Context: an optimization exercise on an open-source flow, tuned for small area. The choices shown serve that exercise and are no tape-out recipe.
Only simulation tests tie the RTL to the original design; equivalence was not proved.
No activity file was given, so power comes from the tool's default toggle rates.

===== flow/constraint.sdc =====
create_clock -name core_clock -period 10.0 [get_ports {clk}]
set_input_delay 2.0000 -clock core_clock [delete_from_list [all_inputs] [get_ports {clk}]]
set_output_delay 2.0000 -clock core_clock [all_outputs]
set_load 0.01 [all_outputs]

===== flow/design.v =====
module serprog_engine (
    input  wire        clk,
    input  wire        rst,         
    input  wire        in_valid,
    input  wire [7:0]  in_data,
    output wire        in_ready,
    output wire        out_valid,
    output wire [7:0]  out_data,
    input  wire        out_ready,
    output wire        reg_en,
    output wire        reg_we,
    output wire [1:0]  reg_addr,
    output wire [63:0] reg_wdata,
    input  wire [31:0] reg_rdata
);
    localparam [3:0] S_AWAIT = 4'b0000, S_ARG1 = 4'b0001, S_ARG6  = 4'b0010, S_REPLY = 4'b0011,
                     S_CMD   = 4'b0100, S_CGET = 4'b0101, S_BDECW = 4'b0110, S_BDEC  = 4'b0111,
                     S_CTRL  = 4'b1000, S_POLL = 4'b1001, S_CIW   = 4'b1010, S_POP   = 4'b1011,
                     S_PX    = 4'b1100, S_BUSY = 4'b1101, S_GX    = 4'b1110, S_WRZ   = 4'b1111;
    localparam [5:0] A_IFACE = 6'd3, A_SYNC = 6'd6, A_ACK = 6'd7, A_NAK = 6'd8, A_SERBUF = 6'd9, A_PGM = 6'd12, A_BUS = 6'd29, A_CMDMAP = 6'd31;
    reg [7:0] r0, r1, r2, r3, r4, r5, r6;
    reg [7:0] ib;
    reg [2:0] pos;
    reg [3:0] st;
    reg [5:0] ptr;           
    reg       rx;            
    reg       bor;           
    wire [1:0] j = ptr[1:0];
    wire [8:0] rom =
        (ptr == 6'd3) ? {1'b0, 8'h06} :
        (ptr == 6'd4) ? {1'b0, 8'h01} :
        (ptr == 6'd5) ? {1'b1, 8'h00} :
        (ptr == 6'd6) ? {1'b0, 8'h15} :
        (ptr == 6'd7) ? {1'b1, 8'h06} :
        (ptr == 6'd8) ? {1'b1, 8'h15} :
        (ptr == 6'd9) ? {1'b0, 8'h06} :
        (ptr == 6'd10) ? {1'b0, 8'hFF} :
        (ptr == 6'd11) ? {1'b1, 8'hFF} :
        (ptr == 6'd12) ? {1'b0, 8'h06} :
        (ptr == 6'd13) ? {1'b0, "m"} :
        (ptr == 6'd14) ? {1'b0, "8"} :
        (ptr == 6'd15) ? {1'b0, "8"} :
        (ptr == 6'd16) ? {1'b0, "c"} :
        (ptr == 6'd17) ? {1'b0, "s"} :
        (ptr == 6'd18) ? {1'b0, "8"} :
        (ptr == 6'd19) ? {1'b0, "0"} :
        (ptr == 6'd20) ? {1'b0, "0"} :
        (ptr == 6'd21) ? {1'b0, "1"} :
        (ptr == 6'd22) ? {1'b0, " "} :
        (ptr == 6'd23) ? {1'b0, "f"} :
        (ptr == 6'd24) ? {1'b0, "l"} :
        (ptr == 6'd25) ? {1'b0, "a"} :
        (ptr == 6'd26) ? {1'b0, "s"} :
        (ptr == 6'd27) ? {1'b0, "h"} :
        (ptr == 6'd28) ? {1'b1, 8'h00} :
        (ptr == 6'd29) ? {1'b0, 8'h06} :
        (ptr == 6'd30) ? {1'b1, 8'h08} :
        (ptr == 6'd31) ? {1'b0, 8'h06} :
        (ptr == 6'd32) ? {1'b0, 8'h3F} :
        (ptr == 6'd34) ? {1'b0, 8'h2D} :
        (ptr == 6'd63) ? {1'b1, 8'h00} :
        9'd0;
    wire get_fire = in_valid  & in_ready;
    wire put_fire = out_valid & out_ready;
    wire at_j  = (pos == {1'b0, j});               
    wire at_a  = (pos == ptr[2:0]);                
    wire hi3   = (pos == 3'd4) | (pos == 3'd5) | (pos == 3'd6);
    wire lo3   = (pos == 3'd0) | (pos == 3'd1) | (pos == 3'd2);
    wire tx_ok   = ~reg_rdata[12] & ~reg_rdata[11];         
    wire rx_ok   = |reg_rdata[20:16];                       
    wire st_busy = reg_rdata[0];
    reg        wr_ib, wr_zero, cp, chain, ld_ib;
    reg        ird, ova, ren, rwe;
    always @* begin
        wr_ib = 1'b0; wr_zero = 1'b0; cp = 1'b0; chain = 1'b0; ld_ib = 1'b0;
        ird = 1'b0; ova = 1'b0; ren = 1'b0; rwe = 1'b0;
        case (st)
            S_AWAIT: ird = 1'b1;
            S_ARG1:  ird = 1'b1;
            S_ARG6:  if (!bor) ird = (ptr[2:0] != 3'd3);
                     else wr_ib = at_a;
            S_REPLY: begin ova = 1'b1; cp = ~rx & hi3; end
            S_CTRL:  begin
                         cp = ~rx & hi3;
                         if (pos == 3'd4 && !bor) begin ren = 1'b1; rwe = 1'b1; end
                     end
            S_CMD:   chain = lo3;
            S_CGET:  ird = 1'b1;
            S_CIW:   if (pos == 3'd3) begin
                         if (!bor) wr_ib = 1'b1;
                         else begin ren = 1'b1; rwe = 1'b1; end
                     end
            S_BDEC:  begin chain = hi3; wr_zero = rx & (pos == 3'd0); end
            S_POLL:  begin ren = 1'b1; wr_zero = ~pos[2]; end
            S_POP:   begin ren = (pos == 3'd6); wr_zero = ~pos[2]; end
            S_PX:    if (!bor) ld_ib = at_j; else ova = 1'b1;
            S_GX:    if (!bor) ird = 1'b1; else wr_ib = at_j;
            S_WRZ:   begin
                         wr_zero = (j != 2'd0) & ~pos[2] & (pos[1:0] >= j);
                         if (pos == 3'd0) begin ren = 1'b1; rwe = 1'b1; end
                     end
            S_BUSY:  ren = 1'b1;
            default: ;
        endcase
    end
    assign in_ready  = ird;
    assign out_valid = ova;
    assign out_data  = st[3] ? ib : rom[7:0];
    assign reg_en    = ren;
    assign reg_we    = rwe;
    assign reg_addr  = st[1:0];
    wire g_hi  = ~st[1];
    wire g_mid = st[0] | ~st[1];
    assign reg_wdata = {13'd0, g_hi & rx, g_hi & ~rx, g_hi,
                        {r5, r4} & {16{g_hi}},
                        {r3, r2, r1} & {24{g_mid}},
                        r0};
    wire [7:0] src  = r0 | (cp ? r3 : 8'd0);
    wire       bin  = chain & bor;
    wire [7:0] dec  = src - {7'd0, bin};
    wire [7:0] r6_n = wr_ib ? ib : wr_zero ? 8'd0 : dec;
    wire pop = (st == S_POP) & (pos == 3'd6);
    always @(posedge clk) begin
        {r3, r2, r1, r0} <= {r4, r3, r2, r1} | (reg_rdata & {32{pop}});
        r4 <= r5; r5 <= r6; r6 <= r6_n;
        pos <= (rst || pos == 3'd6) ? 3'd0 : pos + 3'd1;
    end
    always @(posedge clk) begin
        if (get_fire)
            ib <= in_data;
        else if (ld_ib)
            ib <= r0;
    end
    always @(posedge clk) begin
        case (st)
            S_AWAIT: if (get_fire) bor <= 1'b0;
            S_ARG6:  if (!bor) begin if (get_fire) bor <= 1'b1; end
                     else if (at_a && ptr[2:0] != 3'd6) bor <= 1'b0;
            S_CTRL:  if (pos == 3'd6) bor <= 1'b0;
            S_CMD:   if (pos == 3'd6) bor <= 1'b1;
                     else if (chain) bor <= bor & (r0 == 8'd0);
            S_CIW:   if (pos == 3'd3) bor <= 1'b1;
            S_BDECW: if (pos == 3'd3) bor <= 1'b1;
            S_BDEC:  if (chain) bor <= bor & (r0 == 8'd0);
            S_PX:    if (ld_ib) bor <= 1'b1;
            S_GX:    if (get_fire) bor <= 1'b1;
            default: ;
        endcase
    end
    always @(posedge clk) begin
        if (rst) begin
            st <= S_AWAIT;
        end else begin
            case (st)
                S_AWAIT: if (get_fire) begin
                    rx <= 1'b0;
                    case (in_data)
                        8'h00: begin ptr <= A_ACK;    st <= S_REPLY; end
                        8'h01: begin ptr <= A_IFACE;  st <= S_REPLY; end
                        8'h02: begin ptr <= A_CMDMAP; st <= S_REPLY; end
                        8'h03: begin ptr <= A_PGM;    st <= S_REPLY; end
                        8'h04: begin ptr <= A_SERBUF; st <= S_REPLY; end
                        8'h05: begin ptr <= A_BUS;    st <= S_REPLY; end
                        8'h10: begin ptr <= A_SYNC;   st <= S_REPLY; end
                        8'h12: begin ptr <= A_NAK;    st <= S_ARG1;  end
                        8'h13: begin ptr <= A_ACK - 6'd7; st <= S_ARG6; end
                        8'h15: begin ptr <= A_ACK;    st <= S_ARG1;  end
                        default: begin ptr <= A_NAK;  st <= S_REPLY; end
                    endcase
                end
                S_ARG1: if (get_fire) begin
                    if (in_data == 8'h08) ptr <= A_ACK;
                    st <= S_REPLY;
                end
                S_ARG6: if (!bor) begin
                            if (ptr[2:0] == 3'd3) ptr <= ptr + 6'd1;
                            else if (get_fire && ptr[2] && in_data != 8'd0) rx <= 1'b1;
                        end else if (at_a) begin
                            ptr <= ptr + 6'd1;
                            if (ptr[2:0] == 3'd6) st <= S_REPLY;
                        end
                S_REPLY: if (put_fire) begin
                    ptr <= ptr + 6'd1;
                    if (rom[8]) st <= bor ? S_CTRL : S_AWAIT;
                end
                S_CTRL: if (pos == 3'd4 && !bor) st <= S_CMD;    
                S_CMD: if (pos == 3'd3) st <= bor ? S_BDEC : S_CGET;
                S_CGET: if (get_fire) st <= S_CIW;
                S_CIW: if (pos == 3'd3 && bor) st <= S_CMD;
                S_BDECW: if (pos == 3'd3) st <= S_BDEC;
                S_BDEC: if (pos == 3'd0) begin
                    if (bor) st <= (j != 2'd0 && !rx) ? S_WRZ : S_BUSY;
                    else if (j == 2'd0) st <= S_POLL;
                    else st <= rx ? S_PX : S_GX;
                end
                S_POLL: if (rx ? rx_ok : tx_ok) st <= rx ? S_POP : S_GX;
                S_POP: if (pos == 3'd6) st <= S_PX;
                S_PX: if (put_fire) begin ptr <= ptr + 6'd1; st <= S_BDECW; end
                S_GX: if (bor && at_j) begin
                    ptr <= ptr + 6'd1;
                    st <= (j == 2'd3) ? S_WRZ : S_BDECW;
                end
                S_WRZ: if (pos == 3'd0) st <= (j == 2'd0) ? S_BDECW : S_BUSY;
                S_BUSY: if (!st_busy) st <= S_AWAIT;
                default: st <= S_AWAIT;
            endcase
        end
    end
endmodule

===== flow/flow/abc.script =====
strash
ifraig
scorr
dc2
strash
&get -n
&deepsyn -T 60
&put
strash
&get -n
&dch -f
&nf -R 1000 -p
&put
strash
&get -n
&dch -f
&nf -R 1000 -p
&put

===== flow/standard.sh =====
#!/bin/bash
# synth_recipe.tcl (not shown) runs the flow's synth.tcl, then flattens the netlist and writes it again
# the make line also repeats each setting of config.mk as NAME=value (left out here)
make -C /OpenROAD-flow-scripts/flow DESIGN_CONFIG=/design/flow/config.mk WORK_HOME=/design/flow/orfs CLKGATE_MAP_FILE= SYNTH_SCRIPT=/design/flow/synth_recipe.tcl "${@:-finish}"

===== flow/flow/run.sh =====
#!/bin/bash
# The standard layout (standard.sh), with these changes:
#  - synthesis is the standard flow's own script (synth_recipe.tcl, registers untouched),
#    except that the combinational mapping uses flow/abc.script, an
#    area-oriented ABC script (with &deepsyn), in place of ORFS's abc_area.script,
#    and adders are not mapped to ha/fa cells beforehand (ADDER_MAP_FILE empty);
#  - the port buffers are made from the smallest buffer cell (buf_1);
#  - the clock tree uses clkbuf_4/8 and no dummy loads;
#  - the constant outputs share the one tie cell that synthesis gives them
#    (SKIP_REPAIR_TIE_FANOUT=1) instead of one tie cell each.
set -euo pipefail
W=$(pwd)
{
  head -n 1 synth_recipe.tcl
  cat <<'T'
proc abc {args} {
  set out {}
  set skip 0
  foreach a $args {
    if {$skip} { set skip 0; continue }
    if {$a eq "-script"} { set skip 1; continue }
    if {$a eq "-D"} { set skip 1; continue }
    lappend out $a
  }
  yosys abc -script $::env(FLOW_ABC_SCRIPT) {*}$out
}
T
  tail -n +2 synth_recipe.tcl
} > flow_synth.tcl
sed "s#SYNTH_SCRIPT=[^ ]*#SYNTH_SCRIPT=$W/flow_synth.tcl#" standard.sh > flow_standard.sh
grep -q "SYNTH_SCRIPT=$W/flow_synth.tcl" flow_standard.sh
export FLOW_ABC_SCRIPT=$W/flow/abc.script
export BUFFER_PORTS_ARGS="-buffer_cell sky130_fd_sc_hd__buf_1"
export CTS_ARGS="-sink_clustering_enable -repair_clock_nets -dont_use_dummy_load -buf_list {sky130_fd_sc_hd__clkbuf_4 sky130_fd_sc_hd__clkbuf_8} -root_buf sky130_fd_sc_hd__clkbuf_8 -sink_clustering_size 25"
# ADDER_MAP_FILE= : no separate adder mapping (no ha/fa cells); ABC maps the adders too
bash flow_standard.sh ADDER_MAP_FILE= SKIP_REPAIR_TIE_FANOUT=1 finish > flow_standard.log 2>&1

===== flow/config.mk =====
export PLATFORM = sky130hd
export DESIGN_NAME = serprog_engine
export DESIGN_NICKNAME = serprog_engine
export VERILOG_FILES = /design/flow/design.v
export SDC_FILE = /design/flow/constraint.sdc
export NUM_CORES = 4
export LEC_CHECK = 0
export ABC_AREA = 1
export CAP_MARGIN = 20
export CORE_MARGIN = 2
export CORE_UTILIZATION = 65
export PLACE_DENSITY = 0.75
export SLEW_MARGIN = 20

==> results.py, run 1 <==
metrics = {
    "status": {
        "status": "complete, no violations",
    },
    "drt": {
        "avgRoutedWirePerCell_um": 17.28,
        "via_per_inst": 6.168,
        "remaining_drc_errors": 0,
        "vias": 3972,
        "first_iter_violations": 433,
        "first_pass_iters": 5,
        "final_antenna_net_count": 0,
        "wirelength_um": 11130,
    },
    "floorplan": {
        "initial_core_util_pct": 67.18,
        "pin_count": 122,
        "die-area_um2": 6722,
        "fp.dieH_um": 81.99,
        "core_um2": 5886,
        "rows": 28,
        "die_x_um": 81.99,
    },
    "global_routing": {
        "grt_max_degree": 33,
        "grt_antenna_before_repair": 0,
        "grtUsageTotal_pct": 33.43,
        "busiest_layer": "met2",
        "grt_pass1_wl_um": 16990,
        "use_met1_pct": 43.76,
        "grtUsageMet2_pct": 51.87,
        "gr-total-overflow": 0,
        "grt_pass1_vias": 3532,
        "grt.met3_usage_pct": 9.670,
    },
    "power": {
        "finalPower_mw": 1.349,
        "vdd_drop_max_mv": 0.2129,
        "leakagePower_nw": 1.885,
        "power.density_nw_per_um2": 299.5,
    },
    "worst_setup_path": {
        "cp_slowest_cell": "nand2b_1",
        "path_delay_family": "simple AND/OR/NAND/NOR gates",
        "start_kind": "register",
        "worst_ep_arrival_time_ps": 2570,
        "critical_path.max_stage_delay_ps": 860,
        "worstSetupPathType": "register to output pin",
        "crit_path_max_fanout": 29,
        "cp_cell_sequence": "nand2b_1 -> o21ai_0 -> nor2_1 -> buf_1",
        "crit_buf_inv": 1,
        "critical_path_required_ps": 8000,
        "critPathCaptureType": "output pin",
    },
    "sta": {
        "slew_headroom_pct": 32.97,
        "final-setup-viol-count": 0,
        "worstMarginPinSlew_ps": 1005,
        "final.setup.tns_ps": 0,
        "max_freq_mhz": 218.7,
        "rsz0062_at_grt": "false",
        "finalMaxSlewViolations": 0,
        "hold_violations": 0,
        "layout_min_cycle_time_ps": 4572,
        "fin_crit_sh_pct": 45.72,
        "whs_ps": 315.4,
        "fin_worst_skew_ps": 22.44,
    },
    "cts": {
        "ctsResizeCount": 0,
        "root_buffer": "clkbuf_8",
        "h-tree-depth": 3,
        "hold_buffers": 0,
        "clock_path_buffers": 2,
        "clock-sinks": 79,
        "cts-buffers-inserted": 9,
        "cts_setup_buffers": 0,
        "worst_skew_pair.late_latency_ps": 340,
        "cts.clk_slew.worst_paths_ps": 70,
        "tritoncts": "done",
    },
    "finish": {
        "fillerInstances": 468,
        "final_cell_area_um2": 4504,
        "final_cells": 644,
        "diodes": 0,
        "area_growth_syn_to_layout_pct": 13.92,
        "final_layout_size_suffix_gt1_share_pct": 2.812,
        "nets": 615,
    },
    "yosys": {
        "yosys_warnings": 1,
        "netlist-cell-type-count": 43,
        "yosys-top-cells-area": "dfxtp_1 32%, edfxtp_1 12%, a21o_1 6.8%",
        "mappedNetlistArea_um2": 3954,
        "synth_top_area_share_pct": 31.90,
        "synth_enable_flop_cells": 16,
        "synthFlopType": "dfxtp_1",
        "avgSynthCellArea_um2": 8.558,
        "synthArstFlopShare_pct": 0,
        "seq_area_frac_synth_pct": 44.05,
        "yosys_register_bits": 79,
        "syn_inst": 462,
        "synth_area_leader_cell": "dfxtp_1",
    },
    "placement": {
        "dp_cells": 635,
        "gp_congestion": 0.9227,
        "dp_hpwl_um": 8161,
        "place_area_um2": 4380,
        "port_buffers": 108,
    },
    "flow_run": {
        "maxCapViolations": 0,
    },
    "worst_hold_path": {
        "hp-class": "register to register",
    },
}
-- cell families (layout without fill, tap and decap cells) --
family | count (synthesis) | count (layout) | synth area share (%)
DFF | 79 | 79 | 44.05
buffers and inverters | 30 | 137 | 4.367
AOI/OAI and AO/OA | 142 | 142 | 23.01
xor gates and xnor gates | 6 | 6 | 1.329
muxes | 8 | 8 | 2.279
and+or+nand+nor | 196 | 196 | 24.87
other | 1 | 1 | 0.09485
-- per-stage QoR --
step           setup WS, ps  utilization, %
5_1_grt                5243           76.53
2_1_floorplan          5489               -
3_3_place_gp           5898           74.43
3_5_place_dp           5849           74.43
4_1_cts                5500           76.53
6_report               5428           76.53
-- placed cells by master (no fill, tap or decap), drive strengths merged, types with 3 or more instances in the layout --
cell / n
o31ai: 3
clkbuf: 9
o22ai: 4
clkinv: 14
a211oi: 3
nor3: 16
nand2: 38
o21ai: 31
xor2: 4
a21o: 36
dfxtp: 63
nor2b: 27
nor2: 53
nor3b: 3
or3: 5
nor4: 7
nand3: 5
buf: 114
edfxtp: 16
mux2: 8
o21a: 3
a31oi: 8
and2: 26
a21oi: 34
nand2b: 8
a22oi: 4
-- registers in the layout, summed over array words and instances, names as in the netlist --
signal	count
pos	3
st	4
ptr	6
r1	8
r0	8
r5	8
r6	8
r2	8
r4	8
ib	8
rx	1
r3	8
bor	1
-- worst paths after layout --
path	cells after the start	slack [ps]	to	startpoint
worst min register to register	0	320	r5[0]$_DFF_P_	r6[0]$_DFF_P_
worst min-delay path	0	320	r5[0]$_DFF_P_	r6[0]$_DFF_P_
worst max register to register	12	6450	bor$_DFFE_PP_	st[1]$_SDFFE_PP0P_
worst max-delay path	4	5430	out_valid	st[0]$_SDFFE_PP0P_
-- synth_stat cells (5+ instances only) --
library cell  instances
nor2b_1              27
nor2_1               53
nand2_1              38
a31oi_1               8
clkinv_1             14
buf_4                16
nand3_1               5
nor3_1               16
nand2b_1              8
edfxtp_1             16
a21o_1               36
or3_1                 5
mux2_1                8
dfxtp_1              63
a21oi_1              34
o21ai_0              31
and2_0               26
nor4_1                7
-- area by class of cell --
type | instances | area (um2) | share of cell area (%)
repair buffers | 114 | 450.4 | 10.00
clock buffers | 9 | 123.9 | 2.750
inverters | 14 | 52.55 | 1.167
flip-flops and latches | 79 | 1742 | 38.67
multi-input cells | 353 | 2042 | 45.33
well taps | 75 | 93.84 | 2.083
-- where the power goes --
| group | leakage (nW) | internal (mW) | switching [mW] |
|---|---|---|---|
| clock | 0.0647 | 0.0806 | 0.101 |
| sequential | 0.675 | 0.469 | 0.122 |
| combinational | 1.15 | 0.225 | 0.351 |
| total | 1.88 | 0.775 | 0.574 |
-- layer usage --
metal	wire [um]	vias up
met4	256	0
met3	1190	27
met2	5131	278
li1	-	1855
met1	4551	1812
met5	0	-
==> inputs of run 2 (changes only) <==
--- a/flow/flow/run.sh
+++ b/flow/flow/run.sh
@@ -32,5 +32,5 @@
 export FLOW_ABC_SCRIPT=$W/flow/abc.script
 export BUFFER_PORTS_ARGS="-buffer_cell sky130_fd_sc_hd__buf_1"
-export CTS_ARGS="-sink_clustering_enable -repair_clock_nets -dont_use_dummy_load -buf_list {sky130_fd_sc_hd__clkbuf_4 sky130_fd_sc_hd__clkbuf_8} -root_buf sky130_fd_sc_hd__clkbuf_8 -sink_clustering_size 25"
+export CTS_ARGS="-repair_clock_nets -dont_use_dummy_load -buf_list {sky130_fd_sc_hd__clkbuf_8} -root_buf sky130_fd_sc_hd__clkbuf_8"
 # ADDER_MAP_FILE= : no separate adder mapping (no ha/fa cells); ABC maps the adders too
 bash flow_standard.sh ADDER_MAP_FILE= SKIP_REPAIR_TIE_FANOUT=1 finish > flow_standard.log 2>&1
--- a/flow/config.mk
+++ b/flow/config.mk
@@ -9,5 +9,5 @@
 export CAP_MARGIN = 20
 export CORE_MARGIN = 2
-export CORE_UTILIZATION = 65
-export PLACE_DENSITY = 0.75
+export CORE_UTILIZATION = 40
+export PLACE_DENSITY = 0.6
 export SLEW_MARGIN = 20
==> results.py, run 2 <==
metrics = {
    "drt": {
        "first_pass_iters": 5,
        "avgRoutedWirePerCell_um": 16.97,
        "vias": 3861,
        "first_iter_violations": 274,
        "wirelength_um": 11910,
        "final_antenna_net_count": 0,
        "remaining_drc_errors": 0,
        "via_per_inst": 5.500,
    },
    "cts": {
        "cts_setup_buffers": 0,
        "cts-buffers-inserted": 9,
        "worst_skew_pair.late_latency_ps": 350,
        "root_buffer": "clkbuf_8",
        "clock_path_buffers": 2,
        "h-tree-depth": 3,
        "ctsResizeCount": 0,
        "cts.clk_slew.worst_paths_ps": 80,
        "clock-sinks": 79,
        "tritoncts": "done",
        "hold_buffers": 0,
    },
    "sta": {
        "final-setup-viol-count": 0,
        "finalMaxSlewViolations": 0,
        "worstMarginPinSlew_ps": 1027,
        "rsz0062_at_grt": "false",
        "slew_headroom_pct": 31.04,
        "hold_violations": 0,
        "max_freq_mhz": 217.3,
        "final.setup.tns_ps": 0,
        "whs_ps": 322.5,
        "finalWorstSetupSlack_ps": 5399,
        "fin_crit_sh_pct": 46.01,
        "fin_worst_skew_ps": 32.96,
        "layout_min_cycle_time_ps": 4601,
    },
    "floorplan": {
        "initial_core_util_pct": 40.83,
        "die_x_um": 103.4,
        "fp.dieH_um": 103.4,
        "rows": 36,
        "pin_count": 122,
        "die-area_um2": 10700,
        "core_um2": 9684,
    },
    "worst_setup_path": {
        "critical_path.max_stage_delay_ps": 810,
        "worstSetupPathType": "register to output pin",
        "critPathCaptureType": "output pin",
        "worst_ep_arrival_time_ps": 2600,
        "cp_cell_sequence": "nor2_1 -> a2bb2oi_1 -> nor2_2 -> buf_4 -> a211oi_1 -> clkinv_1 -> buf_1",
        "critical_path_required_ps": 8000,
        "crit_path_max_fanout": 33,
        "cp_slowest_cell": "dfxtp_1",
        "path_delay_family": "flip-flops",
        "crit_buf_inv": 3,
        "start_kind": "register",
    },
    "yosys": {
        "yosys_warnings": 1,
        "synth_commonest_cells": "63 x dfxtp_1, 53 x nor2_1, 38 x nand2_1, 36 x a21o_1, 34 x a21oi_1",
        "yosys_register_bits": 79,
        "yosysMostFrequentCell": "dfxtp_1",
        "synth_top_area_share_pct": 31.90,
        "avgSynthCellArea_um2": 8.558,
        "synthArstFlopShare_pct": 0,
        "synthFlopType": "dfxtp_1",
        "syn_inst": 462,
        "seq_area_frac_synth_pct": 44.05,
        "synth_enable_flop_cells": 16,
        "netlist-cell-type-count": 43,
        "mappedNetlistArea_um2": 3954,
        "yosys-top-cells-area": "dfxtp_1 32%, edfxtp_1 12%, a21o_1 6.8%",
        "synth_area_leader_cell": "dfxtp_1",
    },
    "global_routing": {
        "grt_antenna_before_repair": 0,
        "grt_max_degree": 40,
        "grtUsageTotal_pct": 22.47,
        "grt_pass1_wl_um": 18370,
        "grt_pass1_vias": 3513,
        "gr-total-overflow": 0,
    },
    "finish": {
        "final_cell_mix": "108 x buf_1, 63 x dfxtp_1, 52 x nor2_1, 38 x nand2_1, 36 x a21o_1",
        "final_layout_size_suffix_gt1_share_pct": 2.812,
        "seq_area_um2": 1742,
        "diodes": 0,
        "layout_commonest_cell": "buf_1",
        "final_cell_area_um2": 4577,
        "fillerInstances": 979,
        "nets": 615,
        "multi_input_area_um2": 2042,
        "area_growth_syn_to_layout_pct": 15.76,
    },
    "worst_hold_path": {
        "hp-class": "register to register",
    },
    "power": {
        "finalPower_mw": 1.352,
        "leakagePower_nw": 1.885,
        "vdd_drop_max_mv": 0.1251,
        "power.density_nw_per_um2": 295.5,
    },
    "status": {
        "status": "complete, no violations",
    },
    "placement": {
        "dp_hpwl_um": 8825,
        "place_ws_ps": 5789,
        "port_buffers": 108,
        "place_area_um2": 4453,
        "gp_congestion": 0.9612,
    },
    "flow_run": {
        "maxCapViolations": 0,
    },
}
run 2: cell counts in the layout (fill, tap and decap cells not counted):
Identical to the previous run, type by type.
run 2: area by class of cell:
type,count,area share [%]
clock buffer,9,2.706
inverter,14,1.148
multi-input combinational,353,44.61
sequential,79,38.05
tap,133,3.636
timing repair buffer,114,9.841
run 2: final timing paths:
kind	start	endpoint	slack (ps)	depth (start not counted)
hold reg to reg	r6[5]$_DFF_P_	r5[5]$_DFF_P_	320	0
setup / recovery	st[0]$_SDFFE_PP0P_	reg_en	5400	7
hold / removal	r6[5]$_DFF_P_	r5[5]$_DFF_P_	320	0
setup reg to reg	st[2]$_SDFFE_PP0P_	r6[5]$_DFF_P_	6500	9
run 2: logic make-up after synthesis:
family,count (synthesis),share of synthesized area (%)
XOR/XNOR,6,1.329
other,1,0.09485
flip-flops,79,44.05
AO/OA/AOI/OAI,142,23.01
multiplexers,8,2.279
buffers and inverters,30,4.367
AND/OR/NAND/NOR,196,24.87
run 2: stage by stage:
stage	std cells	util (%)
global route	702	47.26
CTS	702	47.26
floorplan	462	-
detailed placement	693	45.98
finish	702	47.26
global placement	693	45.98
run 2: worst register-to-register path, stage by stage, from the launching register on:
cell and delay (ps):
dfxtp_1 710, and2_0 470, nor4_1 120, a21o_1 250
nor3_1 280, nor3_1 90, nor3_1 830, a21o_1 280
a21oi_1 80, a221o_1 290
run 2: routing by layer:
layer	global-route usage (%)	wire, um	share of wire, %	vias up
li1	-	-	-	1851
met1	33.32	5571	47	1818
met2	32.70	5208	44	177
met3	4.368	969	8.1	15
met4	7.287	163	1.4	0
met5	0	0	0	-
run 2: where the power goes:
part	total, mW	switching (mW)	internal, mW
combinational	0.580	0.355	0.225
clock	0.185	0.104	0.0806
sequential	0.588	0.119	0.469
==> inputs of run 3 (changes only) <==
--- a/flow/flow/run.sh
+++ b/flow/flow/run.sh
@@ -6,7 +6,5 @@
 #    and adders are not mapped to ha/fa cells beforehand (ADDER_MAP_FILE empty);
 #  - the port buffers are made from the smallest buffer cell (buf_1);
-#  - the clock tree uses clkbuf_4/8 and no dummy loads;
-#  - the constant outputs share the one tie cell that synthesis gives them
-#    (SKIP_REPAIR_TIE_FANOUT=1) instead of one tie cell each.
+#  - the clock tree uses clkbuf_4/8 and no dummy loads.
 set -euo pipefail
 W=$(pwd)
@@ -32,5 +30,5 @@
 export FLOW_ABC_SCRIPT=$W/flow/abc.script
 export BUFFER_PORTS_ARGS="-buffer_cell sky130_fd_sc_hd__buf_1"
-export CTS_ARGS="-repair_clock_nets -dont_use_dummy_load -buf_list {sky130_fd_sc_hd__clkbuf_8} -root_buf sky130_fd_sc_hd__clkbuf_8"
+export CTS_ARGS="-sink_clustering_enable -repair_clock_nets -dont_use_dummy_load -buf_list {sky130_fd_sc_hd__clkbuf_16} -root_buf sky130_fd_sc_hd__clkbuf_16 -sink_clustering_size 40"
 # ADDER_MAP_FILE= : no separate adder mapping (no ha/fa cells); ABC maps the adders too
-bash flow_standard.sh ADDER_MAP_FILE= SKIP_REPAIR_TIE_FANOUT=1 finish > flow_standard.log 2>&1
+bash flow_standard.sh ADDER_MAP_FILE= finish > flow_standard.log 2>&1
==> results.py, run 3 <==
metrics = {
    "worst_hold_path": {
        "holdPathEnd": "r5[3]$_DFF_P_",
        "hold_start": "r6[3]$_DFF_P_",
        "min_path_cells": 0,
        "hp-class": "register to register",
    },
    "cts": {
        "clock_path_buffers": 2,
        "hold_buffers": 0,
        "worst_skew_pair.late_latency_ps": 340,
        "cts_setup_buffers": 0,
        "cts.clk_slew.worst_paths_ps": 60,
        "clock-sinks": 79,
        "root_buffer": "clkbuf_16",
        "tritoncts": "done",
        "ctsResizeCount": 0,
        "cts-buffers-inserted": 9,
        "h-tree-depth": 3,
    },
    "sta": {
        "rsz0062_at_grt": "false",
        "final.setup.tns_ps": 0,
        "layout_min_cycle_time_ps": 4536,
        "finalWorstSetupSlack_ps": 5464,
        "worstMarginPinSlew_ps": 589.2,
        "slew_headroom_pct": 60.67,
        "fin_worst_skew_ps": 16.80,
        "max_freq_mhz": 220.4,
        "fin_crit_sh_pct": 45.36,
        "hold_violations": 0,
        "final-setup-viol-count": 0,
        "finalMaxSlewViolations": 0,
    },
    "worst_setup_path": {
        "worst_ep_arrival_time_ps": 2540,
        "path_delay_family": "simple AND/OR/NAND/NOR gates",
        "worstSetupPathType": "register to output pin",
        "crit_path_frequent_cell": "nor3_1",
        "cp_slowest_cell": "edfxtp_1",
        "crit_buf_inv": 1,
        "critical_path.max_stage_delay_ps": 550,
        "critPathCaptureType": "output pin",
        "r2r-end": "bor$_DFFE_PP_",
        "reg2reg_from": "st[1]$_SDFFE_PP0P_",
        "critical_path_required_ps": 8000,
        "cp_cell_sequence": "nor2_1 -> nor3_1 -> nor4_1 -> a21oi_1 -> o21a_1 -> nor3_1 -> buf_1",
        "rr_worst_depth": 12,
        "crit_path_max_fanout": 13,
        "reg2reg_slack_ps": 6730,
        "start_kind": "register",
    },
    "yosys": {
        "synth_area_leader_cell": "dfxtp_1",
        "netlist-cell-type-count": 43,
        "synthArstFlopShare_pct": 0,
        "yosys-top-cells-area": "dfxtp_1 32%, edfxtp_1 12%, a21o_1 6.8%",
        "synth_commonest_cells": "63 x dfxtp_1, 53 x nor2_1, 38 x nand2_1, 36 x a21o_1, 34 x a21oi_1",
        "synthFlopType": "dfxtp_1",
        "seq_area_frac_synth_pct": 44.05,
        "avgSynthCellArea_um2": 8.558,
        "yosys_register_bits": 79,
        "synth_enable_flop_cells": 16,
        "mappedNetlistArea_um2": 3954,
        "syn_inst": 462,
        "synth_top_area_share_pct": 31.90,
        "yosysMostFrequentCell": "dfxtp_1",
        "yosys_warnings": 1,
    },
    "global_routing": {
        "gr-total-overflow": 0,
        "grt_pass1_vias": 3560,
        "grt_pass1_wl_um": 18350,
        "grt_max_degree": 40,
        "grtUsageTotal_pct": 22.52,
        "grt_antenna_before_repair": 0,
    },
    "drt": {
        "remaining_drc_errors": 0,
        "vias": 3904,
        "final_antenna_net_count": 0,
        "avgRoutedWirePerCell_um": 16.47,
        "via_per_inst": 5.445,
        "wirelength_um": 11810,
        "first_pass_iters": 6,
        "first_iter_violations": 375,
    },
    "finish": {
        "area_growth_syn_to_layout_pct": 20.13,
        "diodes": 0,
        "final_layout_size_suffix_gt1_share_pct": 3.253,
        "layout_commonest_cell": "buf_1",
        "nets": 630,
        "final_cell_mix": "108 x buf_1, 63 x dfxtp_1, 52 x nor2_1, 38 x nand2_1, 36 x a21o_1",
        "fin_util_pct": 49.04,
    },
    "floorplan": {
        "core_um2": 9684,
        "die-area_um2": 10700,
        "pin_count": 122,
        "rows": 36,
        "die_x_um": 103.4,
        "fp.dieH_um": 103.4,
        "initial_core_util_pct": 40.83,
    },
    "placement": {
        "dp_hpwl_um": 8802,
        "port_buffers": 108,
        "place_ws_ps": 5829,
        "gp_congestion": 0.9928,
    },
    "power": {
        "comb_power_share_pct": 41.7,
        "p_switching_mw": 0.5865,
        "finalPower_mw": 1.447,
        "p_seq_share_pct": 39.8,
        "power.density_nw_per_um2": 304.7,
        "internal-power_mw": 0.8605,
        "swShare_pct": 40.53,
        "clockPowerShare_pct": 18.5,
        "leakagePower_nw": 1.987,
        "vdd_drop_max_mv": 0.1480,
    },
    "flow_run": {
        "maxCapViolations": 0,
    },
    "status": {
        "status": "complete, no violations",
    },
}
==> run 3: cell counts after synthesis <==
Identical to the previous run, type by type.
==> run 3: cell families (layout without fill, tap and decap cells) <==
| logic type | count (synthesis) | after routing | synth area share, % |
|---|---|---|---|
| AND/OR/NAND/NOR | 196 | 196 | 24.87 |
| AO/OA/AOI/OAI | 142 | 142 | 23.01 |
| flip-flops | 79 | 79 | 44.05 |
| buffers and inverters | 30 | 140 | 4.367 |
| multiplexers | 8 | 8 | 2.279 |
| XOR/XNOR | 6 | 6 | 1.329 |
| other | 1 | 13 | 0.09485 |
==> run 3: power groups by stage <==
stage / registers, mW / logic, mW / clock network, mW
after floorplan: 0.566 / 0.389 / 0
after detailed placement: 0.578 / 0.593 / 0
after global routing: 0.593 / 0.669 / 0.289
final: 0.576 / 0.603 / 0.268
after CTS: 0.574 / 0.598 / 0.274
after global placement: 0.577 / 0.592 / 0
==> run 3: cell type report <==
| type | instances | area [um2] |
|---|---|---|
| Timing Repair Buffer | 117 | 476.7 |
| Inverter | 14 | 52.55 |
| Multi-Input combinational cell | 365 | 2087 |
| Clock buffer | 9 | 225.2 |
| Sequential cell | 79 | 1742 |
| Tap cell | 133 | 166.4 |
| Fill cell | 981 | 4935 |
==> run 3: worst max path at each step <==
stage / start / slack [ps] / endpoint / cells past startpoint
final: ptr[0]$_DFFE_PP_ / 5460 / out_data[6] / 7
after global routing: ptr[0]$_DFFE_PP_ / 5160 / out_data[6] / 7
after CTS: ptr[0]$_DFFE_PP_ / 5480 / out_data[6] / 7
after detailed placement: ptr[0]$_DFFE_PP_ / 5830 / out_data[6] / 7
after global placement: st[2]$_SDFFE_PP0P_ / 5920 / reg_en / 7
after floorplan: st[1]$_SDFFE_PP0P_ / 5490 / reg_en / 5
==> run 3: per-layer routing <==
metal / share of wire, % / vias up / global-route usage [%]
met5: 0 / - / 0
met4: 1.5 / 0 / 7.794
met3: 9.1 / 15 / 5.444
met2: 44 / 196 / 33.35
met1: 45 / 1816 / 32.09
li1: - / 1877 / -
==> run 3: stage by stage <==
| step | hold slack (ps) | cell area (um2) | cells |
|---|---|---|---|
| global route | 321.9 | 4750 | 717 |
| detailed placement | 312.1 | 4513 | 707 |
| global placement | 314.5 | 4513 | 707 |
| finish | 315.7 | 4750 | 717 |
| floorplan | 309.6 | 3999 | 474 |
| CTS | 313.3 | 4738 | 716 |
==> run 3: worst reg2reg max path, cell delays in order (launching register included) <==
cell	delay, ps
dfxtp_1	290
buf_4	250
nor2_1	330
a2bb2oi_1	170
or3_1	420
or3_1	450
nor3_1	340
nand2_1	200
nor3_1	280
nor2_1	90
nor2_1	100
nand3_1	70
o21ai_0	110

[re-timing with driven ports]
Ports are ideal in the flow. The routed layouts listed here were re-timed in OpenROAD.
Step 1 assumes that a clkbuf_16 drives the clock port and a buf_2 every other input.
Step 2, shift: input delay + t, output delay - t, t = (earliest + latest rising clock arrival at the registers) / 2. This alone moves slack from input paths to output paths.
a / b / c = ideal ports / drivers / drivers and shift; a / b = the first two.
run | t (ns) | setup slack, ns | clock arrival spread, ns | slew at the worst register clock pin (ns)
run 1 | 0.362 | 5.428 / 5.398 / 5.760 | 0.023 / 0.023 | 0.08 / 0.08
run 2 | 0.364 | 5.399 / 5.368 / 5.732 | 0.033 / 0.033 | 0.09 / 0.09
run 3 | 0.367 | 5.464 / 5.424 / 5.792 | 0.017 / 0.017 | 0.06 / 0.06
After both steps every run listed still meets setup and hold.
